From an optimization exercise on the open Yosys and OpenROAD flow, aimed at small area, a short achievable clock period and few clock cycles; shortcuts taken in it are not production practice.
Function was not checked in any run shown here: the RTL went through the layout flow alone.
No activity file was given, so power comes from the tool's default toggle rates.

===== config.mk =====
export PLATFORM = sky130hd
export DESIGN_NAME = kbd_scan_react
export DESIGN_NICKNAME = kbd_scan_react
export VERILOG_FILES = /design/flow/design.v
export SDC_FILE = /design/flow/constraint.sdc
export NUM_CORES = 8
export LEC_CHECK = 0
export CAP_MARGIN = 20
export CORE_MARGIN = 2
export CORE_UTILIZATION = 40
export PLACE_DENSITY = 0.6
export SLEW_MARGIN = 20

===== constraint.sdc =====
create_clock -name core_clock -period 14.0 [get_ports {clk}]
set_input_delay 2.8000 -clock core_clock [delete_from_list [all_inputs] [get_ports {clk}]]
set_output_delay 2.8000 -clock core_clock [all_outputs]
set_load 0.01 [all_outputs]

===== design.v =====
module kbd_scan_react (
    input  wire        clk,
    input  wire        rst,
    input  wire        cmd_valid,
    input  wire [7:0]  cmd,
    output wire        cmd_ready,
    output reg  [7:0]  row_n,
    input  wire [7:0]  col_n,
    input  wire [31:0] rnd_data,
    output reg         rnd_take,
    output wire [17:0] ev,
    output reg         led_valid,
    output reg  [23:0] led_data,
    output reg         draw_valid,
    output wire [1:0]  draw_sprite,
    output wire [2:0]  fault
);
    localparam [1:0] M_RAINBOW = 2'd0, M_LIGHTNING = 2'd1, M_CHASE = 2'd2, M_CHASE2 = 2'd3;
    localparam [3:0] S_IDLE = 4'd0,
                     S_SCAN = 4'd1,    
                     S_POP  = 4'd2,    
                     S_DBW  = 4'd3,    
                     S_LFW  = 4'd4,    
                     S_LF   = 4'd5,    
                     S_LW0  = 4'd6,    
                     S_LT0  = 4'd7,    
                     S_LW1  = 4'd8,    
                     S_LT1  = 4'd9,    
                     S_LR   = 4'd10,   
                     S_LR2  = 4'd11,   
                     S_LT2  = 4'd12,   
                     S_KW0  = 4'd13,   
                     S_KT0  = 4'd14,   
                     S_KT1  = 4'd15;   
    reg [3:0]  st;
    reg        rdy;
    reg        rdy_ok;       
    reg        f_proto, f_ill;
    reg [2:0]  sc_row;
    reg        row_on;
    reg [2:0]  ic;           
    reg [2:0]   phi;
    reg [63:0]  rs;          
    reg [255:0] rc;          
    reg [63:0]  rsn;         
    reg         lap0;        
    reg [3:0]   pass;        
    reg [7:0]   bvalid;
    reg [7:0]   bkind;
    reg [2:0]   brow;
    reg [7:0]   evrow;
    reg [7:0]   ev_r;        
    reg [59:0] lk;           
    reg [11:0] lt;           
    reg [1:0]  fk;           
    reg        fws;          
    reg [7:0]  ft;
    reg        fpend;        
    reg [6:0]  lcnt;
    reg [3:0]  cidx;
    reg [7:0]  cph;          
    reg [1:0]  mode;
    reg [3:0]  rsel;         
    reg [3:0]  jsel;         
    reg        lb;           
    reg        ldim;
    reg [7:0]  p0r;          
    reg [9:0]  a_p3;         
    reg        a_r0, a_r2;   
    reg [8:0]  a_fd;         
    reg        a_fl;         
    reg        a_ty;         
    reg [3:0]  a_d;          
    reg [1:0]  a_m3;         
    reg [1:0]  sprite;
    reg [31:0] dd;           
    reg x_ltf, x_lk, x_lm, x_dt, x_dk, x_lfin, x_lw;
    reg x_prev, x_prev2;     
    reg [7:0]  mbyte;
    reg [3:0]  macc;         
    reg [2:0]  mcnt;
    reg        mvalid;
    reg [3:0]  rj_q;         
    reg        rtrig_q;      
    assign cmd_ready   = rdy;
    assign draw_sprite = sprite;
    assign fault       = {f_proto, f_ill, 1'b0};
    assign ev          = {ev_r[7:6], 5'd0, ev_r[5:3], 5'd0, ev_r[2:0]};
    wire [7:0]  u_s   = lap0 ? 8'd0  : rs[7:0];
    wire [31:0] u_c   = lap0 ? 32'd0 : rc[31:0];
    wire [7:0]  u_sn  = lap0 ? 8'd0  : rsn[7:0];
    wire        in_pass = (pass != 4'd0);
    reg  [7:0]  u_s2, u_fire, u_pend;
    reg  [31:0] u_c2;
    reg  [3:0]  uc;
    reg         udif;
    integer k;
    always @* begin
        for (k = 0; k < 8; k = k + 1) begin
            uc   = u_c[4*k +: 4];
            udif = u_sn[k] ^ u_s[k];
            u_fire[k] = udif & (uc == 4'd14);
            u_pend[k] = &uc;
            u_s2[k]   = u_s[k] ^ u_fire[k];
            u_c2[4*k +: 4] = udif ? ((&uc) ? 4'd1 : uc + 4'd1) : 4'd0;
        end
    end
    wire        u_fany   = |u_fire;
    wire [7:0]  lowmask  = (8'd1 << phi) - 8'd1;
    wire        ld_now   = !in_pass && (bvalid == 8'd0) && evrow[phi] && ((evrow & lowmask) == 8'd0);
    wire        q_any    = (bvalid != 8'd0) || (evrow != 8'd0);
    wire [3:0]  p_last   = {1'b0, phi} + pass - 4'd1;
    wire        p_early  = (bvalid != 8'd0) && !p_last[3] && (brow < phi);
    wire        pop_wait = (in_pass && !p_early) || ((bvalid == 8'd0) && (evrow != 8'd0));
    reg [2:0] b_col;
    integer n;
    always @* begin
        b_col = 3'd0;
        for (n = 7; n >= 0; n = n - 1)
            if (bvalid[n]) b_col = n;
    end
    wire b_kind  = bkind[b_col];
    wire b_press = (bvalid != 8'd0) && b_kind;
    wire [2:0] sn_wp = sc_row - phi - 3'd1;
    wire       sample = (st == S_SCAN) && row_on;
    wire ok     = cmd_valid & rdy_ok;
    wire is_L   = (mode == M_LIGHTNING);
    wire is_C   = (mode == M_CHASE);
    wire [6:0] k_last  = (mode == M_CHASE2) ? 7'd99 : 7'd9;
    wire       lt_fire = (lcnt == k_last);
    wire       scan_go = (ic >= 3'd3) && !in_pass;
    wire frame_x = x_ltf | x_lk | x_lm | x_lfin | x_lw;
    wire lf_ok   = !frame_x && !x_prev && !x_prev2;
    wire dd_hit = x_dk ? 1'b0 : x_dt ? (dd == 32'd398) : (dd == 32'd399);
    wire [3:0] t_lk  = mvalid ? S_KT0 : S_KW0;
    wire [3:0] t_db  = in_pass ? S_DBW : S_IDLE;
    wire [3:0] t_pop = pop_wait ? S_POP : (b_press && is_L) ? t_lk : S_IDLE;
    wire [3:0] t_lt  = (lt_fire && is_L) ? (mvalid ? S_LT0 : S_LW0) : S_IDLE;
    wire [3:0] t_lkc = is_L ? t_lk : S_IDLE;
    wire [3:0] t_lf  = lf_ok ? S_LF : S_LFW;
    wire [1:0] spr_t = (sprite == 2'd1) ? 2'd2 : 2'd1;
    reg [3:0] n_st;
    reg       n_ill, n_proto, n_scan, n_pass, n_lfgo, n_pop, n_ltf, n_lk, n_lm, n_dt, n_dk;
    reg       n_take, n_draw, n_sprclr, n_sprtog, n_lcnt_inc, n_lcnt_clr;
    always @* begin
        n_st = S_IDLE; n_ill = 1'b0; n_proto = 1'b0; n_scan = 1'b0; n_pass = 1'b0;
        n_lfgo = 1'b0; n_pop = 1'b0; n_ltf = 1'b0; n_lk = 1'b0; n_lm = 1'b0;
        n_dt = 1'b0; n_dk = 1'b0; n_take = 1'b0; n_draw = 1'b0; n_sprclr = 1'b0;
        n_sprtog = 1'b0; n_lcnt_inc = 1'b0; n_lcnt_clr = 1'b0;
        case (cmd)
        8'h10: begin n_st = S_SCAN; n_scan = 1'b1; end
        8'h20: begin n_st = t_db; n_proto = !in_pass && q_any; n_pass = !in_pass && !q_any; end
        8'h21: begin
            n_st = t_pop; n_pop = !pop_wait;
            n_take = !pop_wait && b_press && is_L && mvalid;
            n_draw = !pop_wait && b_press; n_sprtog = !pop_wait && b_press;
            n_dk = !pop_wait && b_press; n_lk = !pop_wait && b_press && is_C;
        end
        8'h30: begin
            n_st = t_lt; n_lcnt_inc = !lt_fire; n_lcnt_clr = lt_fire;
            n_ltf = lt_fire && !is_L; n_take = lt_fire && is_L && mvalid;
        end
        8'h31: begin n_st = t_lkc; n_lk = is_C; n_take = is_L && mvalid; end
        8'h32: begin n_st = t_lf; n_lfgo = lf_ok; end
        8'h34, 8'h35, 8'h36, 8'h37: begin n_lm = 1'b1; n_lcnt_clr = 1'b1; end
        8'h40: begin n_dt = 1'b1; n_draw = dd_hit; n_sprclr = dd_hit; end
        8'h41: begin n_dk = 1'b1; n_draw = 1'b1; n_sprtog = 1'b1; end
        default: n_ill = 1'b1;
        endcase
    end
    wire acc = (st == S_IDLE) && ok;
    wire lf_go   = (acc && n_lfgo) || (st == S_LFW && lf_ok);
    wire pop_go  = (acc && n_pop)  || (st == S_POP && !pop_wait);
    wire a_step  = lf_go || (st == S_LF && rsel != 4'd12) || (st == S_LT1);
    wire       f_rb  = (fk == 2'd0);
    wire       f_c2  = (fk == 2'd3);
    wire [3:0] d0    = (f_c2 && cidx >= 4'd6) ? cidx - 4'd6 : cidx;
    wire [7:0] a0_p  = f_rb ? ft : cph - {4'd0, d0};
    wire [9:0] a0_p3 = {2'd0, p0r} + {1'd0, p0r, 1'b0};
    wire [10:0] a_dp3 = f_rb ? (fws ? ((a_m3 == 2'd2) ? 11'd66 : 11'd63) : 11'd0)
                             : (a_d == 4'd0) ? (f_c2 ? -11'd15 : -11'd33) : 11'd3;
    wire [10:0] a_s3  = {1'b0, a_p3} + a_dp3;
    wire [9:0]  a_p3n = {a_s3[10] ? 2'b10 : (a_s3[9:8] == 2'b11) ? 2'b00 : a_s3[9:8], a_s3[7:0]};
    wire [3:0]  a_dn  = (a_d == 4'd0) ? (f_c2 ? 4'd5 : 4'd11) : a_d - 4'd1;
    wire [1:0]  a_m3n = (a_m3 == 2'd2) ? 2'd0 : a_m3 + 2'd1;
    wire [4:0]  s_k   = f_rb ? 5'd0 : lk[5*rsel +: 5];
    wire [4:0]  z_k   = f_rb ? 5'd0 : lk[4:0];
    wire [8:0]  s_fd  = {s_k, 3'd0} + {2'd0, s_k, 1'b0};
    wire [8:0]  z_fd  = {z_k, 3'd0} + {2'd0, z_k, 1'b0};
    wire       b_r0  = a_r0;
    wire       b_r2  = a_r2;
    wire [7:0] b_3q  = a_p3[7:0] + {6'd0, b_r2, !b_r0 && !b_r2};
    wire [7:0] lo_v  = a_fl ? (a_ty ? 8'd128 : 8'd255) : b_3q;
    wire [7:0] hi_v  = a_fl ? 8'd255 : ~b_3q;
    wire [9:0] lo_d  = {2'd0, lo_v} - {1'b0, a_fd};
    wire [9:0] hi_d  = {2'd0, hi_v} - {1'b0, a_fd};
    wire [7:0] lo_f  = lo_d[9] ? 8'd0 : lo_d[7:0];
    wire [7:0] hi_f  = hi_d[9] ? 8'd0 : hi_d[7:0];
    wire [7:0] c_r   = (a_fl | b_r2) ? lo_f : b_r0 ? hi_f : 8'd0;
    wire [7:0] c_g   = a_fl ? lo_f : b_r0 ? 8'd0 : b_r2 ? hi_f : lo_f;
    wire [7:0] c_b   = (a_fl | !(b_r0 | b_r2)) ? hi_f : b_r0 ? lo_f : 8'd0;
    wire       c_dim = c_r < 8'd100;
    wire [3:0] m15   = (macc == 4'd15) ? 4'd0 : macc;
    wire [2:0] m5    = (m15 >= 4'd10) ? m15 - 4'd10 : (m15 >= 4'd5) ? m15 - 4'd5 : m15;
    wire [1:0] m3    = (m15 >= 4'd12) ? m15 - 4'd12 : (m15 >= 4'd9) ? m15 - 4'd9 :
                       (m15 >= 4'd6) ? m15 - 4'd6 : (m15 >= 4'd3) ? m15 - 4'd3 : m15;
    wire       r_trig = (mbyte[1:0] == 2'd0) && (m5 == 3'd0);
    wire [1:0] m43   = (mbyte[1:0] == 2'd3) ? 2'd0 : mbyte[1:0];
    wire [2:0] jt    = {1'b0, m3} + 3'd3 - {1'b0, m43};
    wire [1:0] jq    = (jt >= 3'd3) ? jt[1:0] - 2'd3 : jt[1:0];
    wire [3:0] r_j   = {jq, mbyte[1:0]};
    wire [5:0] ms1   = {2'd0, macc} + {2'd0, mbyte[7:4]} + {2'd0, mbyte[3:0]};
    wire [4:0] ms2   = {1'b0, ms1[3:0]} + {3'd0, ms1[5:4]};
    wire [3:0] ms3   = ms2[3:0] + {3'd0, ms2[4]};
    wire [3:0] cidx_next = (cidx == 4'd11) ? 4'd0 : cidx + 4'd1;
    wire [3:0] cidx_twin = (cidx_next >= 4'd6) ? cidx_next - 4'd6 : cidx_next + 4'd6;
    wire chase_upd = x_ltf & mode[1];
    wire l_clear   = x_lm & (mode != M_RAINBOW);
    wire l_fade    = chase_upd | x_lfin;
    reg [59:0] lk_n;
    reg [11:0] lt_n;
    reg        wr;
    integer i;
    always @* begin
        for (i = 0; i < 12; i = i + 1) begin
            wr = ((chase_upd | x_lk) & ((i == cidx_next) || (mode == M_CHASE2 && i == cidx_twin))) |
                 (x_lw & (i == jsel));
            lt_n[i] = (x_lw & (i == jsel)) ? lb : lt[i];
            if (l_clear)
                lk_n[5*i +: 5] = 5'd31;
            else if (wr)
                lk_n[5*i +: 5] = l_fade ? 5'd1 : 5'd0;
            else if (l_fade && lk[5*i +: 5] != 5'd31)
                lk_n[5*i +: 5] = lk[5*i +: 5] + 5'd1;
            else
                lk_n[5*i +: 5] = lk[5*i +: 5];
        end
    end
    always @(posedge clk) begin
        led_data <= {c_g, c_r, c_b};
        p0r  <= a0_p;
        a_p3 <= a_step ? a_p3n : a0_p3;
        a_r0 <= a_step ? (a_p3n < 10'd255) : (a0_p3 < 10'd255);
        a_r2 <= a_step ? (a_p3n >= 10'd510) : (a0_p3 >= 10'd510);
        a_fd <= a_step ? s_fd : z_fd;
        a_ty <= a_step ? lt[rsel] : lt[0];
        a_fl <= (fk == 2'd1);
        a_d  <= a_step ? a_dn  : d0;
        a_m3 <= a_step ? a_m3n : 2'd0;
        lt <= lt_n;
        rs  <= {in_pass ? u_s2 : u_s, rs[63:8]};
        rc  <= {in_pass ? u_c2 : u_c, rc[255:32]};
        rsn <= {u_sn, rsn[63:8]};
        if (sample)
            rsn[8*sn_wp +: 8] <= ~col_n;
        if (rst) begin
            st <= S_IDLE; rdy <= 1'b1; rdy_ok <= 1'b1;
            f_proto <= 1'b0; f_ill <= 1'b0;
            sc_row <= 3'd0; row_on <= 1'b0; ic <= 3'd0; row_n <= 8'hFF;
            phi <= 3'd0; lap0 <= 1'b1; pass <= 4'd0;
            bvalid <= 8'd0; evrow <= 8'd0; ev_r <= 8'd0;
            lk <= {12{5'd31}}; fk <= 2'd1; fws <= 1'b0; ft <= 8'd255; fpend <= 1'b0;
            lcnt <= 7'd0; cidx <= 4'd0; cph <= 8'd255; mode <= M_RAINBOW;
            rsel <= 4'd1;
            sprite <= 2'd0; dd <= 32'd0;
            x_ltf <= 1'b0; x_lk <= 1'b0; x_lm <= 1'b0;
            x_dt <= 1'b0; x_dk <= 1'b0; x_lfin <= 1'b0; x_lw <= 1'b0; x_prev <= 1'b0; x_prev2 <= 1'b0;
            rnd_take <= 1'b0; led_valid <= 1'b0; draw_valid <= 1'b0;
            mcnt <= 3'd0; macc <= 4'd0; mvalid <= 1'b0;
        end else begin
            if (rnd_take) begin
                mcnt <= 3'd0; macc <= 4'd0; mvalid <= 1'b0;
            end else if (!mvalid) begin
                case (mcnt)
                3'd0: mbyte <= rnd_data[31:24];
                3'd1: mbyte <= rnd_data[23:16];
                3'd2: mbyte <= rnd_data[15:8];
                default: mbyte <= rnd_data[7:0];
                endcase
                if (mcnt != 3'd0 && mcnt != 3'd5)
                    macc <= ms3;
                if (mcnt == 3'd5) begin
                    mvalid <= 1'b1; rj_q <= r_j; rtrig_q <= r_trig;
                end else
                    mcnt <= mcnt + 3'd1;
            end
            ic <= row_on ? 3'd0 : (ic[2] ? 3'd4 : ic + 3'd1);
            phi <= phi + 3'd1;
            if (phi == 3'd7) lap0 <= 1'b0;
            if (in_pass) begin
                pass <= pass - 4'd1;
                if (u_fany) begin
                    if ((bvalid == 8'd0 && evrow == 8'd0) || (bvalid != 8'd0 && phi < brow)) begin
                        if (bvalid != 8'd0) evrow[brow] <= 1'b1;
                        brow <= phi; bvalid <= u_fire; bkind <= u_sn;
                    end else
                        evrow[phi] <= 1'b1;
                end
            end else if (ld_now) begin
                brow <= phi; bvalid <= u_pend; bkind <= u_s;
                evrow[phi] <= 1'b0;
            end
            lk <= lk_n;
            if (x_lm) begin
                if (mode == M_RAINBOW)
                    fpend <= 1'b1;
                else begin
                    fk <= mode; cidx <= 4'd0; cph <= 8'd255;
                end
            end else if (chase_upd | x_lk) begin
                cidx <= cidx_next;
                cph  <= cph + 8'd1;
            end
            if (x_ltf && mode == M_RAINBOW) begin
                fk <= 2'd0;
                if (fpend) begin
                    fws <= 1'b1; ft <= 8'd0; fpend <= 1'b0;
                end else
                    ft <= ft + 8'd1;
            end
            if (x_dk)
                dd <= 32'd0;
            else if (x_dt)
                dd <= dd + 32'd1;
            x_prev  <= frame_x;
            x_prev2 <= x_prev;
            x_ltf      <= acc && n_ltf;
            x_lk       <= (acc && n_lk) || (st == S_POP && !pop_wait && b_press && is_C);
            x_lm       <= acc && n_lm;
            x_dt       <= acc && n_dt;
            x_dk       <= (acc && n_dk) || (st == S_POP && !pop_wait && b_press);
            draw_valid <= (acc && n_draw) || (st == S_POP && !pop_wait && b_press);
            if ((acc && n_sprtog) || (st == S_POP && !pop_wait && b_press))
                sprite <= spr_t;
            else if (acc && n_sprclr)
                sprite <= 2'd0;
            if (acc && n_lm)
                mode <= cmd[1:0];
            if (acc && n_lcnt_clr)
                lcnt <= 7'd0;
            else if (acc && n_lcnt_inc)
                lcnt <= lcnt + 7'd1;
            if (acc && n_ill)
                f_ill <= 1'b1;
            if ((acc && n_proto) || (st == S_DBW && !in_pass && q_any))
                f_proto <= 1'b1;
            if ((acc && n_pass) || (st == S_DBW && !in_pass && !q_any))
                pass <= 4'd8;
            if (pop_go) begin
                if (bvalid == 8'd0)
                    ev_r <= 8'd0;
                else begin
                    ev_r <= {1'b1, b_kind, brow, b_col};
                    bvalid[b_col] <= 1'b0;
                end
            end
            led_valid <= lf_go || (st == S_LF);
            rnd_take <= 1'b0;
            x_lfin   <= 1'b0;
            x_lw     <= 1'b0;
            case (st)
            S_IDLE: begin
                if (ok) begin
                    st  <= n_st;
                    rdy <= (n_st == S_IDLE);
                    rdy_ok <= (n_st == S_IDLE) && !n_ill && !n_proto;
                    rnd_take <= n_take;
                    if (n_lfgo) rsel <= 4'd2;
                    if (n_scan) begin
                        sc_row <= 3'd0;
                        if (scan_go) begin
                            row_n <= 8'hFE; row_on <= 1'b1;
                        end
                    end
                end
            end
            S_SCAN: begin
                if (row_on) begin
                    row_n  <= 8'hFF;
                    row_on <= 1'b0;
                    sc_row <= sc_row + 3'd1;
                    if (sc_row == 3'd7) begin
                        st <= S_IDLE; rdy <= 1'b1; rdy_ok <= 1'b1;
                    end
                end else if (scan_go) begin
                    row_n  <= ~(8'd1 << sc_row);
                    row_on <= 1'b1;
                end
            end
            S_DBW: begin
                if (!in_pass) begin
                    st <= S_IDLE; rdy <= 1'b1; rdy_ok <= !q_any;
                end
            end
            S_POP: begin
                if (!pop_wait) begin
                    st <= t_pop; rdy <= (t_pop == S_IDLE); rdy_ok <= (t_pop == S_IDLE);
                    rnd_take <= b_press && is_L && mvalid;
                end
            end
            S_LFW: begin
                if (lf_ok) begin
                    st <= S_LF; rsel <= 4'd2;
                end
            end
            S_LF: begin
                if (rsel == 4'd12) begin
                    st <= S_IDLE; rdy <= 1'b1; rdy_ok <= 1'b1; rsel <= 4'd1;
                end else
                    rsel <= rsel + 4'd1;
            end
            S_LW0: begin
                if (mvalid) begin
                    st <= S_LT0; rnd_take <= 1'b1;
                end
            end
            S_LT0: begin
                if (rtrig_q)
                    st <= S_LW1;
                else begin
                    st <= S_IDLE; rdy <= 1'b1; rdy_ok <= 1'b1; x_lfin <= 1'b1;
                end
            end
            S_LW1: begin
                if (mvalid) begin
                    st <= S_LT1; rnd_take <= 1'b1; rsel <= rj_q;
                end
            end
            S_LT1: begin
                st <= S_LR; rsel <= 4'd1; jsel <= rj_q;
            end
            S_LR: begin
                ldim <= c_dim;
                st <= S_LR2;
            end
            S_LR2: begin
                if (ldim) begin
                    st <= S_LT2; rnd_take <= 1'b1;
                end else begin
                    st <= S_IDLE; rdy <= 1'b1; rdy_ok <= 1'b1; x_lfin <= 1'b1;
                end
            end
            S_LT2: begin
                lb <= rnd_data[0];
                st <= S_IDLE; rdy <= 1'b1; rdy_ok <= 1'b1; x_lfin <= 1'b1; x_lw <= 1'b1;
            end
            S_KW0: begin
                if (mvalid) begin
                    st <= S_KT0; rnd_take <= 1'b1;
                end
            end
            S_KT0: begin
                st <= S_KT1; rnd_take <= 1'b1; jsel <= rj_q;
            end
            S_KT1: begin
                lb <= rnd_data[0];
                st <= S_IDLE; rdy <= 1'b1; rdy_ok <= 1'b1; x_lw <= 1'b1;
            end
            default: ;
            endcase
        end
    end
endmodule

===== flow/run.sh =====
#!/bin/bash
# Standard ORFS layout (standard synthesis, unchanged). Timing repair aims at a
# larger setup slack than the default so that the achieved period is short.
set -euo pipefail
bash standard.sh SETUP_SLACK_MARGIN=10 CTS_CLUSTER_SIZE=24 CTS_CLUSTER_DIAMETER=70 finish > standard.log 2>&1

===== standard.sh =====
#!/bin/bash
# synth_recipe.tcl (not shown) runs the flow's synth.tcl, then flattens the netlist and writes it again
# the make line also repeats each setting of config.mk as NAME=value (left out here)
make -C /OpenROAD-flow-scripts/flow DESIGN_CONFIG=/design/flow/config.mk WORK_HOME=/design/flow/orfs CLKGATE_MAP_FILE= SYNTH_SCRIPT=/design/flow/synth_recipe.tcl "${@:-finish}"

==> flow_metrics.env, run 1 <==
export IMPL_clock_skew_ps=43.20
export IMPL_cts_sinks=692
export IMPL_ys_async_sr_fraction=0
export IMPL_synth_area_leaders="dfxtp_1 45%, ha_1 6.8%, edfxtp_1 4.4%, nor2_1 3.7%, nand2_1 3.6%"
export IMPL_cp_start_kind="input pin"
export IMPL_use_met1=0.2294
export IMPL_dp_hpwl_mm=47.91
export IMPL_grt_overflow=0
export IMPL_synth_area_leader_cell="dfxtp_1"
export IMPL_drtIter0Drc=1463
export IMPL_first_global_vias=21150
export IMPL_max_cap_violations=0
export IMPL_tritoncts="yes"
export IMPL_reg2reg_to="ldim$_DFFE_PP_"
export IMPL_clkSlewWorstSetupHoldPaths_ps=90
export IMPL_n_antenna_cell=0
export IMPL_drive_gt1_frac=0.1370
export IMPL_reg2reg_depth=17
export IMPL_syn_avg_cell_area_um2=9.686
export IMPL_r2r_slack_ps=9830
export IMPL_min_period_over_period=0.3022
export IMPL_synth_seq_area_share=0.4945
export IMPL_path_class="in2reg"
export IMPL_relSlewSlack=0.2551
export IMPL_crit_chain="buf_12 > or4_4 > nor2_4 > and4_4 > mux2i_1 > o21ai_1 > nand4b_1 > a2111oi_0 > o32a_1"
export IMPL_area_growth_pct=15.94
export IMPL_met2_usage=0.3055
export IMPL_max_stage_delay_ps=610
export IMPL_port_buffers=98
export IMPL_status="finished clean"
export IMPL_drtAntennaViolNets=0
export IMPL_grt_max_degree=81
export IMPL_timing_rr_start="a_r0$_DFF_P_"
export IMPL_cpMaxStageDelayCell="or4_4"
export IMPL_first_pass_iters=9
export IMPL_yosys_warnings=1
export IMPL_cts_hold_buf=0
export IMPL_fmax_mhz=236.4
export IMPL_fin_crit_ps=4231
export IMPL_synth_seq_cells=692
export IMPL_yosysMostFrequentCell="dfxtp_1"
export IMPL_endpoint_kind="flop"
export IMPL_clkLatencyLatePin_ps=630
export IMPL_ir_worst_vdd_v=0.00008990
export IMPL_wl_per_cell_um=16.93
export IMPL_clockBufferDepth=3
export IMPL_core_um2=71490
export IMPL_dieArea_um2=74330
export IMPL_drcViolationCount=0
export IMPL_ios=110
export IMPL_num_vias=21930
export IMPL_grt_first_pass_wirelength_mm=109.9
export IMPL_synth_area_um2=28870
export IMPL_track_usage=0.1790
export IMPL_hold_viol=0
export IMPL_crit_start="cmd[2]"
export IMPL_routabilityCongestion=0.8817
export IMPL_dominantRegCellSynth="dfxtp_1"
export IMPL_met3_usage=0.03154
export IMPL_seqCellArea_um2=14340
export IMPL_setup_violations=0
export IMPL_hold_class="reg2reg"
export IMPL_synth_edff_count=42
export IMPL_place_area_um2=30850
export IMPL_synth_top_cells_by_count="650 x dfxtp_1, 285 x nor2_1, 275 x nand2_1"
export IMPL_hp_start="rc[73]$_DFF_P_"
export IMPL_synth_cells=2980
export IMPL_multi_input_area_um2=14410
export IMPL_crit_arrival_ps=4740
export IMPL_worstMarginPinSlew_ps=1117
export IMPL_path_max_fanout=6
export IMPL_yosysTopAreaCellShare=0.4508
export IMPL_drt_wl_total_mm=68.98
export IMPL_vias_per_cell=5.384
export IMPL_p_total_w=0.004835
export IMPL_cts_made_buffers=43
export IMPL_start_util=0.4038
export IMPL_grt_setup_unrepaired="true"
export IMPL_root_buffer="clkbuf_16"
export IMPL_fp_dieW_um=272.6
export IMPL_final_area_um2=33470
export IMPL_htree_levels=2
export IMPL_p_per_area_nw_per_um2=144.5
export IMPL_die_y_um=272.6
export IMPL_crit_required_ps=14510
export IMPL_rows=98
export IMPL_p_leak_nw=12.48
export IMPL_grt_busiest_layer="met2"
export IMPL_antenna_found_initial=0
export IMPL_crit_path_end="rdy_ok$_SDFFE_PP1P_"
export IMPL_yosysUniqueCellTypes=91
export IMPL_fillers=6630
export IMPL_slew_viol_final=0
export IMPL_nNetsFinal=3324
export IMPL_fin_tns_setup_ps=0
layer usage:
| layer | vias up | wire, um |
|---|---|---|
| li1 | 10820 | - |
| met2 | 452 | 32750 |
| met3 | 108 | 3313 |
| met1 | 10560 | 31170 |
| met5 | - | 0 |
| met4 | 0 | 1746 |
worst max-delay path, delay by kind of cell:
kind / cells / cell delay, ps
simple gates: 4 / 1180
compound gates: 3 / 560
buf+inv: 1 / 110
mux: 1 / 80
metrics by stage:
step | hold slack (ps) | std cells | utilization | setup WS, ps
floorplan | 309.6 | 2990 | - | 9390
global placement | 309.8 | 3929 | 0.4315 | 8212
detailed placement | 312.1 | 3929 | 0.4315 | 8210
CTS | 320.9 | 4047 | 0.4592 | 9826
global route | 327.5 | 4074 | 0.4681 | 9705
finish | 309.1 | 4074 | 0.4681 | 9769
where the power goes:
part           total (W)  internal, W  leakage, nW  switching [W]
combinational    0.00135     0.000567         6.15       0.000782
sequential       0.00214      0.00206         5.64      0.0000799
clock            0.00134     0.000610        0.686       0.000734
state kept, by name, indices dropped and copies added (netlist names), 7 cells and up:
signal and count:
evrow 8, p0r 8, rsn 64, rs 64
rc 256, bkind 8, a_fd 8, cph 8
lcnt 7, lt 12, mbyte 8, a_p3 10
dd 32, led_data 24, bvalid 8, lk 60
ft 8, row_n 8, ev_r 8
worst min path at each step:
stage                            to  slack [ps]  cells past startpoint
floorplan             rc[0]$_DFF_P_         310                      0
global placement     rc[48]$_DFF_P_         310                      0
detailed placement  rc[221]$_DFF_P_         310                      0
CTS                  rc[14]$_DFF_P_         320                      0
global route         rc[41]$_DFF_P_         330                      0
finish               rc[41]$_DFF_P_         310                      0
cell families (layout without fill, tap and decap cells):
logic type	count (synthesis)	after routing	synth area share
flops	692	692	0.4945
mux	83	83	0.03806
simple gates	1002	1002	0.1667
compound gates	662	663	0.1486
buf+inv	235	368	0.03281
xor+xnor	132	132	0.04005
other cells	1	11	0.0001299
fa+ha+maj	173	173	0.07915
layout by cell type (no fill, tap or decap), types with 20 or more instances in the layout:
master and instances:
mux2i_1 49, clkbuf_16 46, nor2b_1 28, a22o_1 43, buf_4 70, dfxtp_1 620
ha_1 155, a211oi_1 28, dfxtp_2 20, and3_1 41, inv_1 108, edfxtp_1 42
nand3_1 73, mux4_2 20, clkdlybuf4s50_1 40, o22ai_1 30, nand2_1 259, a21oi_1 147
buf_2 42, nor3_1 72, nand4_1 33, nand2b_1 30, xnor2_1 50, xor2_1 82
nor2_1 270, and2_1 20, o21ai_0 177, nor4_1 23
final cells by class:
cell class,instances,area share
Sequential cell,692,0.4284
Clock buffer,48,0.03301
Timing Repair Buffer,189,0.05111
Multi-Input combinational cell,2064,0.4307
Clock inverter,21,0.008973
Tap cell,950,0.03552
Inverter,110,0.01234
timing repair:
action / 4_1_cts / 5_1_grt
endpoints found under the setup margin: 158 / 115
gates cloned: 3 / 4
pin swaps: 37 / 30
gates resized for setup: 341 / 119
buffers inserted: 46 / 23
==> run 2, diff against run 1 <==
==> flow/run.sh (replaced) <==
#!/bin/bash
# Standard ORFS layout (standard synthesis, unchanged). Timing repair aims at a
# larger setup slack than the default so that the achieved period is short.
set -euo pipefail
bash standard.sh SETUP_SLACK_MARGIN=10 finish > standard.log 2>&1
==> run 2 against run 1 <==
  * Non-clock buffer count decreased by 8
  * Setup slack better by 45 ps
  * Worst hold slack got worse by 2.7 ps
  * Global-route usage is 0.39 points higher
  * Total power increased by 15%
  * Combinational power hardly changed
  * Die area unchanged
  * Fmax increased by 1.1%
  * First-iteration DRC count rose by 1.3%
  * Clock skew grew 0.83 ps
  * Critical endpoint is now ldim$_DFFE_PP_
  * Largest cell class unchanged
  * Largest power group unchanged
==> flow_metrics.env, run 2 <==
export IMPL_yosysTopAreaCellShare=0.4508
export IMPL_vias_per_cell=5.371
export IMPL_worstMarginPinSlew_ps=1129
export IMPL_synth_area_leader_cell="dfxtp_1"
export IMPL_num_vias=22210
export IMPL_timing_rr_start="a_r2$_DFF_P_"
export IMPL_hp_start="rc[124]$_DFF_P_"
export IMPL_drt_wl_total_mm=69.76
export IMPL_track_usage=0.1829
export IMPL_drcViolationCount=0
export IMPL_htree_levels=3
export IMPL_clock_skew_ps=44.03
export IMPL_root_buffer="clkbuf_16"
export IMPL_slew_viol_final=0
export IMPL_start_util=0.4038
export IMPL_crit_start="a_r2$_DFF_P_"
export IMPL_yosysMostFrequentCell="dfxtp_1"
export IMPL_rows=98
export IMPL_cts_hold_buf=0
export IMPL_max_cap_violations=0
export IMPL_first_global_vias=21690
export IMPL_path_class="reg2reg"
export IMPL_setup_slack_ps=9814
export IMPL_ir_worst_vdd_v=0.0001066
export IMPL_synth_edff_count=42
export IMPL_fin_tns_setup_ps=0
export IMPL_core_um2=71490
export IMPL_multi_input_area_um2=14390
export IMPL_clkSlewWorstSetupHoldPaths_ps=60
export IMPL_place_ws_ps=8210
export IMPL_clkLatencyLatePin_ps=650
export IMPL_cp_common_cell="buf_4"
export IMPL_crit_required_ps=14360
export IMPL_ys_async_sr_fraction=0
export IMPL_hold_class="reg2reg"
export IMPL_clockBufferDepth=3
export IMPL_top_regs="rc x256, rs x64, rsn x64"
export IMPL_synth_seq_cells=692
export IMPL_crit_arrival_ps=4550
export IMPL_seqCellArea_um2=14340
export IMPL_syn_avg_cell_area_um2=9.686
export IMPL_endpoint_kind="flop"
export IMPL_final_common_cell="dfxtp_1"
export IMPL_p_per_area_nw_per_um2=159.8
export IMPL_status="finished clean"
export IMPL_fin_crit_ps=4186
export IMPL_grt_setup_unrepaired="true"
export IMPL_yosysUniqueCellTypes=91
export IMPL_grt_first_pass_wirelength_mm=111.8
export IMPL_cp_start_kind="flop"
export IMPL_largest_reg_flops=256
export IMPL_drtAntennaViolNets=0
export IMPL_final_cell_mix="621 x dfxtp_1, 273 x nor2_1, 265 x nand2_1"
export IMPL_synth_area_leaders="dfxtp_1 45%, ha_1 6.8%, edfxtp_1 4.4%, nor2_1 3.7%, nand2_1 3.6%"
export IMPL_cts_made_buffers=74
export IMPL_cpMaxStageDelayCell="fa_2"
export IMPL_path_max_fanout=6
export IMPL_relSlewSlack=0.2473
export IMPL_antenna_found_initial=0
export IMPL_fp_dieW_um=272.6
export IMPL_area_growth_pct=20.33
export IMPL_drive_gt1_frac=0.1466
export IMPL_dominantRegCellSynth="dfxtp_1"
export IMPL_synth_top_cells_by_count="650 x dfxtp_1, 285 x nor2_1, 275 x nand2_1"
export IMPL_grt_overflow=0
export IMPL_cts_sinks=692
export IMPL_setup_violations=0
export IMPL_p_leak_nw=13.01
export IMPL_fillers=6544
export IMPL_min_period_over_period=0.2990
export IMPL_crit_chain="nor2_4 > ha_2 > fa_2 > nor2b_2 > ha_2 > fa_2 > nand2b_1 > a21oi_2 > o21ai_2 > a2111oi_4 > buf_4 > buf_4 > nand2_1 > or3_1 > o31ai_1 > a222oi_1 > buf_4"
export IMPL_synth_cells=2980
export IMPL_tritoncts="yes"
export IMPL_ios=110
export IMPL_yosys_warnings=1
export IMPL_drtIter0Drc=1482
export IMPL_synth_seq_area_share=0.4945
export IMPL_routabilityCongestion=0.8817
export IMPL_grt_max_degree=81
export IMPL_synth_area_um2=28870
export IMPL_first_pass_iters=6
export IMPL_nNetsFinal=3347
export IMPL_n_antenna_cell=0
export IMPL_fmax_mhz=238.9
export IMPL_regMostFlops="rc"
export IMPL_die_y_um=272.6
export IMPL_port_buffers=98
export IMPL_max_stage_delay_ps=440
export IMPL_hold_viol=0
export IMPL_dieArea_um2=74330
export IMPL_dp_hpwl_mm=47.91
export IMPL_wl_per_cell_um=16.87
run 2: cell counts after synthesis:
Identical to the previous run, type by type.
run 2: worst max-delay path: cells and delay by family, from the launching register on:
| family | cells | cell delay [ps] |
|---|---|---|
| fa+ha+maj | 4 | 1200 |
| compound gates | 5 | 900 |
| simple gates | 5 | 890 |
| buf+inv | 3 | 540 |
| flops | 1 | 360 |
run 2: kinds of logic (layout without fill, tap and decap cells):
group	Yosys count	in the layout	share of synthesized area
compound gates	662	663	0.1486
xor+xnor	132	132	0.04005
fa+ha+maj	173	173	0.07915
buf+inv	235	429	0.03281
flops	692	692	0.4945
mux	83	83	0.03806
other cells	1	11	0.0001299
simple gates	1002	1002	0.1667
run 2: final timing paths:
kind / end / slack [ps] / cells after the start
worst max-delay path: ldim$_DFFE_PP_ / 9810 / 17
worst min-delay path: rc[92]$_DFF_P_ / 310 / 0
worst min register to register: rc[92]$_DFF_P_ / 310 / 0
worst max register to register: ldim$_DFFE_PP_ / 9810 / 17
run 2: layer usage:
| layer | vias to the layer above | GRT usage | wire length (um) |
|---|---|---|---|
| met5 | - | 0 | 0 |
| met1 | 10640 | 0.2321 | 30950 |
| li1 | 10900 | - | - |
| met2 | 529 | 0.3056 | 33020 |
| met3 | 141 | 0.03629 | 3565 |
| met4 | 0 | 0.07172 | 2216 |
run 2: where the power goes:
part | switching [W] | internal [W]
combinational | 0.000776 | 0.000568
sequential | 0.0000798 | 0.00207
clock | 0.000837 | 0.00122
total | 0.00169 | 0.00386
run 2: what timing repair did:
action,in CTS,in global routing
gates resized for setup,300,119
setup buffers,41,19
pin swaps,41,40
endpoints found under the setup margin,157,114
gates cloned,3,5
run 2: area by class of cell:
type,instances,share of cell area
clock buffer,99,0.06034
multi-input combinational,2064,0.4144
timing repair buffer,181,0.04993
inverter,110,0.01189
tap,950,0.03422
clock inverter,39,0.01650
sequential,692,0.4127
run 2: per-stage QoR:
stage / total power, W / instance area [um^2] / util / hold WS [ps] / cells
2_1_floorplan: 0.003046 / 29140 / - / 309.6 / 2990
3_3_place_gp: 0.003307 / 30850 / 0.4315 / 309.8 / 3929
3_5_place_dp: 0.003347 / 30850 / 0.4315 / 312.1 / 3929
4_1_cts: 0.005509 / 34130 / 0.4775 / 307.4 / 4111
5_1_grt: 0.005834 / 34730 / 0.4859 / 326.3 / 4135
6_report: 0.005550 / 34730 / 0.4859 / 306.4 / 4135
==> run 3, diff against run 2 <==
--- a/design.v
+++ b/design.v
@@ -139,6 +139,10 @@
     wire [3:0] t_lkc = is_L ? t_lk : S_IDLE;
     wire [3:0] t_lf  = lf_ok ? S_LF : S_LFW;
     wire [1:0] spr_t = (sprite == 2'd1) ? 2'd2 : 2'd1;
+    wire c_scan, c_db, c_pop, c_lt, c_lk, c_lf, c_lm, c_dt, c_dk, c_ill;
+    kbd_scan_react_dec u_dec (
+        .cmd(cmd), .c_scan(c_scan), .c_db(c_db), .c_pop(c_pop), .c_lt(c_lt), .c_lk(c_lk),
+        .c_lf(c_lf), .c_lm(c_lm), .c_dt(c_dt), .c_dk(c_dk), .c_ill(c_ill));
     reg [3:0] n_st;
     reg       n_ill, n_proto, n_scan, n_pass, n_lfgo, n_pop, n_ltf, n_lk, n_lm, n_dt, n_dk;
     reg       n_take, n_draw, n_sprclr, n_sprtog, n_lcnt_inc, n_lcnt_clr;
@@ -147,24 +151,24 @@
         n_lfgo = 1'b0; n_pop = 1'b0; n_ltf = 1'b0; n_lk = 1'b0; n_lm = 1'b0;
         n_dt = 1'b0; n_dk = 1'b0; n_take = 1'b0; n_draw = 1'b0; n_sprclr = 1'b0;
         n_sprtog = 1'b0; n_lcnt_inc = 1'b0; n_lcnt_clr = 1'b0;
-        case (cmd)
-        8'h10: begin n_st = S_SCAN; n_scan = 1'b1; end
-        8'h20: begin n_st = t_db; n_proto = !in_pass && q_any; n_pass = !in_pass && !q_any; end
-        8'h21: begin
+        case (1'b1)
+        c_scan: begin n_st = S_SCAN; n_scan = 1'b1; end
+        c_db: begin n_st = t_db; n_proto = !in_pass && q_any; n_pass = !in_pass && !q_any; end
+        c_pop: begin
             n_st = t_pop; n_pop = !pop_wait;
             n_take = !pop_wait && b_press && is_L && mvalid;
             n_draw = !pop_wait && b_press; n_sprtog = !pop_wait && b_press;
             n_dk = !pop_wait && b_press; n_lk = !pop_wait && b_press && is_C;
         end
-        8'h30: begin
+        c_lt: begin
             n_st = t_lt; n_lcnt_inc = !lt_fire; n_lcnt_clr = lt_fire;
             n_ltf = lt_fire && !is_L; n_take = lt_fire && is_L && mvalid;
         end
-        8'h31: begin n_st = t_lkc; n_lk = is_C; n_take = is_L && mvalid; end
-        8'h32: begin n_st = t_lf; n_lfgo = lf_ok; end
-        8'h34, 8'h35, 8'h36, 8'h37: begin n_lm = 1'b1; n_lcnt_clr = 1'b1; end
-        8'h40: begin n_dt = 1'b1; n_draw = dd_hit; n_sprclr = dd_hit; end
-        8'h41: begin n_dk = 1'b1; n_draw = 1'b1; n_sprtog = 1'b1; end
+        c_lk: begin n_st = t_lkc; n_lk = is_C; n_take = is_L && mvalid; end
+        c_lf: begin n_st = t_lf; n_lfgo = lf_ok; end
+        c_lm: begin n_lm = 1'b1; n_lcnt_clr = 1'b1; end
+        c_dt: begin n_dt = 1'b1; n_draw = dd_hit; n_sprclr = dd_hit; end
+        c_dk: begin n_dk = 1'b1; n_draw = 1'b1; n_sprtog = 1'b1; end
         default: n_ill = 1'b1;
         endcase
     end
@@ -461,3 +465,18 @@
         end
     end
 endmodule
+module kbd_scan_react_dec (
+    input  wire [7:0] cmd,
+    output wire       c_scan, c_db, c_pop, c_lt, c_lk, c_lf, c_lm, c_dt, c_dk, c_ill
+);
+    assign c_scan = (cmd == 8'h10);
+    assign c_db   = (cmd == 8'h20);
+    assign c_pop  = (cmd == 8'h21);
+    assign c_lt   = (cmd == 8'h30);
+    assign c_lk   = (cmd == 8'h31);
+    assign c_lf   = (cmd == 8'h32);
+    assign c_lm   = (cmd[7:2] == 6'b001101);
+    assign c_dt   = (cmd == 8'h40);
+    assign c_dk   = (cmd == 8'h41);
+    assign c_ill  = ~(c_scan | c_db | c_pop | c_lt | c_lk | c_lf | c_lm | c_dt | c_dk);
+endmodule
==> flow/run.sh (replaced) <==
#!/bin/bash
# Standard ORFS layout (standard synthesis, unchanged). Timing repair aims at a
# larger setup slack than the default so that the achieved period is short.
set -euo pipefail
bash standard.sh SETUP_SLACK_MARGIN=10.5 CTS_CLUSTER_SIZE=24 CTS_CLUSTER_DIAMETER=70 finish > standard.log 2>&1
--- a/config.mk
+++ b/config.mk
@@ -10,3 +10,4 @@
 export CORE_UTILIZATION = 40
 export PLACE_DENSITY = 0.6
 export SLEW_MARGIN = 20
+export SYNTH_HIERARCHICAL = 1
==> run 3 against run 2 <==
  * Via count decreased by 0.40%
  * Die area decreased by 0.31%
  * First-iteration DRC count increased by 5.4%
  * Design area decreased by 0.30%
  * Worst hold slack improved by 5.9 ps
  * Register-to-register slack improved by 440 ps
  * Critical path type is now in2reg
  * Largest cell class unchanged
  * Critical endpoint is now rdy_ok$_SDFFE_PP1P_
  * Clock power decreased by 36%
  * Setup slack got worse by 160 ps
  * Synthesized area decreased by 0.31%
  * Sequential share of layout area increased by 0.34 points
  * Highest routed layer unchanged
==> flow_metrics.env, run 3 <==
export IMPL_path_buf_inv=5
export IMPL_max_stage_delay_ps=330
export IMPL_antenna_found_initial=0
export IMPL_p_per_area_nw_per_um2=141.9
export IMPL_tritoncts="yes"
export IMPL_top_regs="rc x256, rs x64, rsn x64"
export IMPL_crit_chain="buf_8 > nor3_4 > nand2b_4 > buf_4 > nor2_4 > buf_4 > buf_6 > inv_1 > nor4_1 > a211oi_2 > o22ai_2 > and3b_1 > a22o_1"
export IMPL_area_growth_pct=20.34
export IMPL_max_cap_violations=0
export IMPL_num_vias=22120
export IMPL_worstMarginPinSlew_ps=1225
export IMPL_drcViolationCount=0
export IMPL_clock_skew_ps=27.17
export IMPL_dieArea_um2=74100
export IMPL_final_cell_mix="600 x dfxtp_1, 272 x nand2_1, 246 x nor2_1"
export IMPL_ios=110
export IMPL_fin_crit_ps=4342
export IMPL_setup_violations=0
export IMPL_worstHoldEndpoint="rs[6]$_DFF_P_"
export IMPL_p_leak_nw=12.70
export IMPL_grt_max_degree=78
export IMPL_hp_start="rs[14]$_DFF_P_"
export IMPL_dr_wl_met3_mm=2.517
export IMPL_drive_gt1_frac=0.1894
export IMPL_path_max_fanout=7
export IMPL_utilization=0.4852
export IMPL_rows=98
export IMPL_timing_rr_start="a_r2$_DFF_P_"
export IMPL_clkSlewWorstSetupHoldPaths_ps=90
export IMPL_min_period_over_period=0.3101
export IMPL_r2r_slack_ps=10250
export IMPL_synth_cells=2980
export IMPL_port_buffers=98
export IMPL_reg2reg_depth=16
export IMPL_p_total_w=0.004913
export IMPL_ir_worst_vdd_v=0.0001038
export IMPL_fp_dieW_um=272.2
export IMPL_slew_viol_final=0
export IMPL_largest_reg_flops=256
export IMPL_min_path_cells=0
export IMPL_syn_avg_cell_area_um2=9.656
export IMPL_endpoint_kind="flop"
export IMPL_drtIter0Drc=1562
export IMPL_hold_class="reg2reg"
export IMPL_path_class="in2reg"
export IMPL_cp_common_cell="buf_4"
export IMPL_crit_required_ps=14490
export IMPL_clockBufferDepth=3
export IMPL_track_usage=0.1860
export IMPL_core_um2=71360
export IMPL_cp_start_kind="input pin"
export IMPL_drtAntennaViolNets=0
export IMPL_first_global_vias=21570
export IMPL_reg2reg_to="ldim$_DFFE_PP_"
export IMPL_die_y_um=272.2
export IMPL_clkLatencyLatePin_ps=620
export IMPL_wl_per_cell_um=17.34
export IMPL_grt_first_pass_wirelength_mm=113.5
export IMPL_htree_levels=2
export IMPL_fin_tns_setup_ps=0
export IMPL_grt_setup_unrepaired="true"
export IMPL_yosys_warnings=7
export IMPL_regMostFlops="rc"
export IMPL_crit_start="cmd[3]"
export IMPL_nNetsFinal=3366
export IMPL_first_pass_iters=5
export IMPL_routabilityCongestion=0.8543
export IMPL_crit_arrival_ps=4830
export IMPL_vias_per_cell=5.377
export IMPL_wl_met1_mm=31.97
export IMPL_root_buffer="clkbuf_16"
export IMPL_start_util=0.4032
export IMPL_synth_area_um2=28780
export IMPL_final_common_cell="dfxtp_1"
export IMPL_hold_viol=0
export IMPL_fmax_mhz=230.3
export IMPL_cp_top_family="simple AND/OR/NAND/NOR gates"
export IMPL_dp_hpwl_mm=49.33
export IMPL_relSlewSlack=0.1621
export IMPL_status="finished clean"
export IMPL_cts_hold_buf=0
export IMPL_wl_met2_mm=35.29
export IMPL_cts_made_buffers=41
export IMPL_cpMaxStageDelayCell="nor4_1"
export IMPL_drt_wl_total_mm=71.33
export IMPL_cts_sinks=692
export IMPL_grt_overflow=0
export IMPL_hold_ws_ps=312.3
export IMPL_dr_max_layer_used="met4"
run 3: cell types whose count changed in the layout (fill, tap and decap cells not counted), sizes merged, moves of 13 or more:
cell / change
buf: +75
nand2b: +19
clkinv: -16
clkbuf: -65
clkdlybuf4s15: -15
nor2b: +16
nor3: -13
run 3: per-stage QoR:
stage               worst slack (ps)  std cells  instance area [um^2]
global route                    9599       4113                 34620
floorplan                       9348       2990                 29420
CTS                             9729       4060                 33480
detailed placement              7911       3929                 30940
finish                          9658       4114                 34630
global placement                7926       3929                 30940
run 3: layout make-up:
class                           instances  area (um^2)
Multi-Input combinational cell       2076        14920
Clock inverter                         20        302.8
Tap cell                              950         1189
Fill cell                            6470        36740
Clock buffer                           44         1059
Inverter                               98        380.4
Antenna cell                            1        2.502
Timing Repair Buffer                  233         2362
Sequential cell                       692        14410
run 3: power by group:
part | internal (W) | switching (W) | leakage, nW
combinational | 0.000643 | 0.000801 | 6.39
sequential | 0.00207 | 0.0000815 | 5.66
clock | 0.000599 | 0.000717 | 0.653
run 3: timing repair:
| item | in CTS | in global routing |
|---|---|---|
| endpoints found under the setup margin | 361 | 226 |
| gates resized for setup | 455 | 193 |
| pin swaps | 48 | 84 |
| gates cloned | 8 | 0 |
| setup buffers | 59 | 53 |
run 3: routing by layer:
metal  vias up  GRT usage
li1      10810          -
met1     10720     0.2404
met2       469     0.3271
met3       117    0.02204
met4         0    0.05119
met5         -          0
run 3: how the worst max path moves through the flow:
stage                                to  cells past startpoint
finish              rdy_ok$_SDFFE_PP1P_                     13
floorplan               a_fd[1]$_DFF_P_                     10
detailed placement         a_r2$_DFF_P_                     13
global placement           a_r2$_DFF_P_                     13
global route               a_r2$_DFF_P_                     13
CTS                        a_r2$_DFF_P_                     13
==> run 4, diff against run 3 <==
==> flow/run.sh (replaced) <==
#!/bin/bash
# Standard ORFS layout (standard synthesis, unchanged). Timing repair aims at a
# larger setup slack than the default so that the achieved period is short.
set -euo pipefail
bash standard.sh SETUP_SLACK_MARGIN=10 CTS_CLUSTER_SIZE=24 CTS_CLUSTER_DIAMETER=70 finish > standard.log 2>&1
==> run 4 against run 3 <==
  * Worst hold slack better by 12 ps
  * Largest cell class is now registers
  * Setup slack worse by 29 ps
  * First-iteration DRC count down 5.8%
  * Routed wire length decreased by 2.8%
  * Core utilization is 1.8 points lower
  * Register-to-register slack worse by 100 ps
==> flow_metrics.env, run 4 <==
export IMPL_status="finished clean"
export IMPL_met3_usage=0.03112
export IMPL_wl_per_cell_um=17.07
export IMPL_reg2reg_to="ldim$_DFFE_PP_"
export IMPL_cts_sinks=692
export IMPL_clockPowerShare=0.289
export IMPL_top_regs="rc x256, rs x64, rsn x64"
export IMPL_synth_cells=2980
export IMPL_utilization=0.4670
export IMPL_max_cap_violations=0
export IMPL_slew_viol_final=0
export IMPL_dp_hpwl_mm=48.48
export IMPL_comb_power_share=0.271
export IMPL_num_vias=21740
export IMPL_drcViolationCount=0
export IMPL_path_max_fanout=4
export IMPL_vias_per_cell=5.353
export IMPL_dieArea_um2=74100
export IMPL_first_global_vias=21490
export IMPL_nNetsFinal=3306
export IMPL_start_util=0.4032
export IMPL_cts_made_buffers=45
export IMPL_clock_skew_ps=33.58
export IMPL_antenna_found_initial=1
export IMPL_relSlewSlack=0.2917
export IMPL_r2r_slack_ps=10150
export IMPL_min_path_cells=0
export IMPL_clockBufferDepth=3
export IMPL_cp_start_kind="input pin"
export IMPL_clkSlewWorstSetupHoldPaths_ps=90
export IMPL_n_antenna_cell=0
export IMPL_drtAntennaViolNets=0
export IMPL_track_usage=0.1835
export IMPL_crit_arrival_ps=4870
export IMPL_power_frac_seq=0.440
export IMPL_port_buffers=98
export IMPL_drt_wl_total_mm=69.30
export IMPL_grt_first_pass_wirelength_mm=112.0
export IMPL_die_y_um=272.2
export IMPL_fin_tns_setup_ps=0
export IMPL_worstMarginPinSlew_ps=1051
export IMPL_p_leak_nw=12.26
export IMPL_clkLatencyLatePin_ps=620
export IMPL_endpoint_kind="flop"
export IMPL_fin_crit_ps=4370
export IMPL_grt_busiest_layer="met2"
export IMPL_hold_class="reg2reg"
export IMPL_root_buffer="clkbuf_16"
export IMPL_syn_avg_cell_area_um2=9.656
export IMPL_fmax_mhz=228.8
export IMPL_ir_worst_vdd_v=0.0001164
export IMPL_hold_viol=0
export IMPL_drtIter0Drc=1471
export IMPL_tritoncts="yes"
export IMPL_fp_dieW_um=272.2
export IMPL_htree_levels=2
export IMPL_grt_setup_unrepaired="true"
export IMPL_crit_start="cmd[1]"
export IMPL_area_growth_pct=15.81
export IMPL_met2_usage=0.3165
export IMPL_p_switching_w=0.001588
export IMPL_grt_overflow=0
export IMPL_hp_start="rc[237]$_DFF_P_"
export IMPL_ios=110
export IMPL_hold_ws_ps=324.1
export IMPL_setup_violations=0
export IMPL_crit_required_ps=14500
export IMPL_min_period_over_period=0.3122
export IMPL_rows=98
export IMPL_regMostFlops="rc"
export IMPL_p_per_area_nw_per_um2=146.4
export IMPL_final_cell_mix="621 x dfxtp_1, 280 x nand2_1, 257 x nor2_1"
export IMPL_drive_gt1_frac=0.1344
export IMPL_yosys_warnings=7
export IMPL_synth_area_um2=28780
export IMPL_reg2reg_depth=16
export IMPL_routabilityCongestion=0.8674
export IMPL_p_total_w=0.004879
export IMPL_final_common_cell="dfxtp_1"
export IMPL_timing_rr_start="a_r0$_DFF_P_"
export IMPL_path_class="in2reg"
export IMPL_first_pass_iters=5
export IMPL_cts_hold_buf=0
export IMPL_largest_reg_flops=256
export IMPL_core_um2=71360
export IMPL_sw_frac_of_total=0.3255
export IMPL_use_met1=0.2353
export IMPL_p_int_w=0.003290
export IMPL_worstHoldEndpoint="rc[205]$_DFF_P_"
export IMPL_grt_max_degree=78
-- run 4: final cells by class --
class                           instances  area [um^2]
Inverter                               98        371.6
Fill cell                            6792        38040
Sequential cell                       692        14340
Clock inverter                         27        364.1
Tap cell                              950         1189
Timing Repair Buffer                  169         1570
Clock buffer                           48         1159
Multi-Input combinational cell       2076        14330
-- run 4: worst max-delay path, cell delays in order --
cell and delay, ps:
buf_8 100, nor3_4 240, nand2_2 160, nor2_4 120
or2_4 150, and4bb_2 260, a21boi_2 190, o21ai_4 70
buf_12 140, buf_12 130, a211oi_4 230, o41ai_2 110
o21ai_1 90, o21ai_1 80
-- run 4: repair_timing --
action / CTS / global route
cloned: 6 / 1
pin swaps: 26 / 24
setup buffers: 33 / 15
gates resized for setup: 311 / 89
setup endpoints to repair: 144 / 139
-- run 4: power groups by stage --
stage	logic (W)	registers, W	clock network [W]
after CTS	0.00129	0.00214	0.00146
after global routing	0.00146	0.00216	0.00153
after floorplan	0.000876	0.00216	0
after global placement	0.00113	0.00219	0
after detailed placement	0.00116	0.00219	0
final	0.00132	0.00215	0.00141
-- run 4: worst max path at each step --
stage | to | slack (ps) | cells after the start
6_report | a_r2$_DFF_P_ | 9630 | 14
5_1_grt | a_r2$_DFF_P_ | 9550 | 14
4_1_cts | a_r2$_DFF_P_ | 9730 | 14
3_5_place_dp | a_r2$_DFF_P_ | 8020 | 13
3_3_place_gp | a_r2$_DFF_P_ | 8010 | 13
2_1_floorplan | row_n[0]$_SDFFE_PP1P_ | 9350 | 10
-- run 4: metrics by stage --
step	worst slack, ps	cell area (um^2)	std cells
floorplan	9346	29130	2990
global placement	8015	30840	3930
detailed placement	8023	30840	3930
CTS	9729	33000	4044
global route	9546	33320	4060
finish	9630	33320	4060
-- run 4: per-layer routing --
metal,share of wire,vias up
met1,0.45,10490
met2,0.48,460
met5,0,-
met3,0.047,105
met4,0.025,0
li1,-,10680

-- port drivers added, routing unchanged --
In the flow no input, the clock included, has a driving cell. The finished layouts below were timed again as built, in two steps.
Step 1: set_driving_cell puts a clkbuf_16 on clk and a buf_2 on each other input, an assumption about the parent block.
Step 2 moves the port delays by t, midway between the first and last clock arrival at a register: inputs arrive t later, outputs are due t later. That takes back most of the time a late clock gives input paths.
Slacks: ideal ports / drivers / drivers and shift; pairs: ideal ports / drivers.
run	t (ns)	slack for setup (ns)	worst register clock-pin slew, ns
run 1	0.667	9.769 / 9.782 / 9.115	0.09 / 0.09
run 2	0.688	9.814 / 9.814 / 9.150	0.07 / 0.07
run 3	0.669	9.658 / 9.676 / 9.007	0.09 / 0.09
run 4	0.669	9.630 / 9.599 / 8.930	0.09 / 0.09
After both steps every run listed still meets setup and hold. For run 4, which loses most, drivers alone change the setup slack by -0.031 ns; drivers and shift together by -0.700 ns.
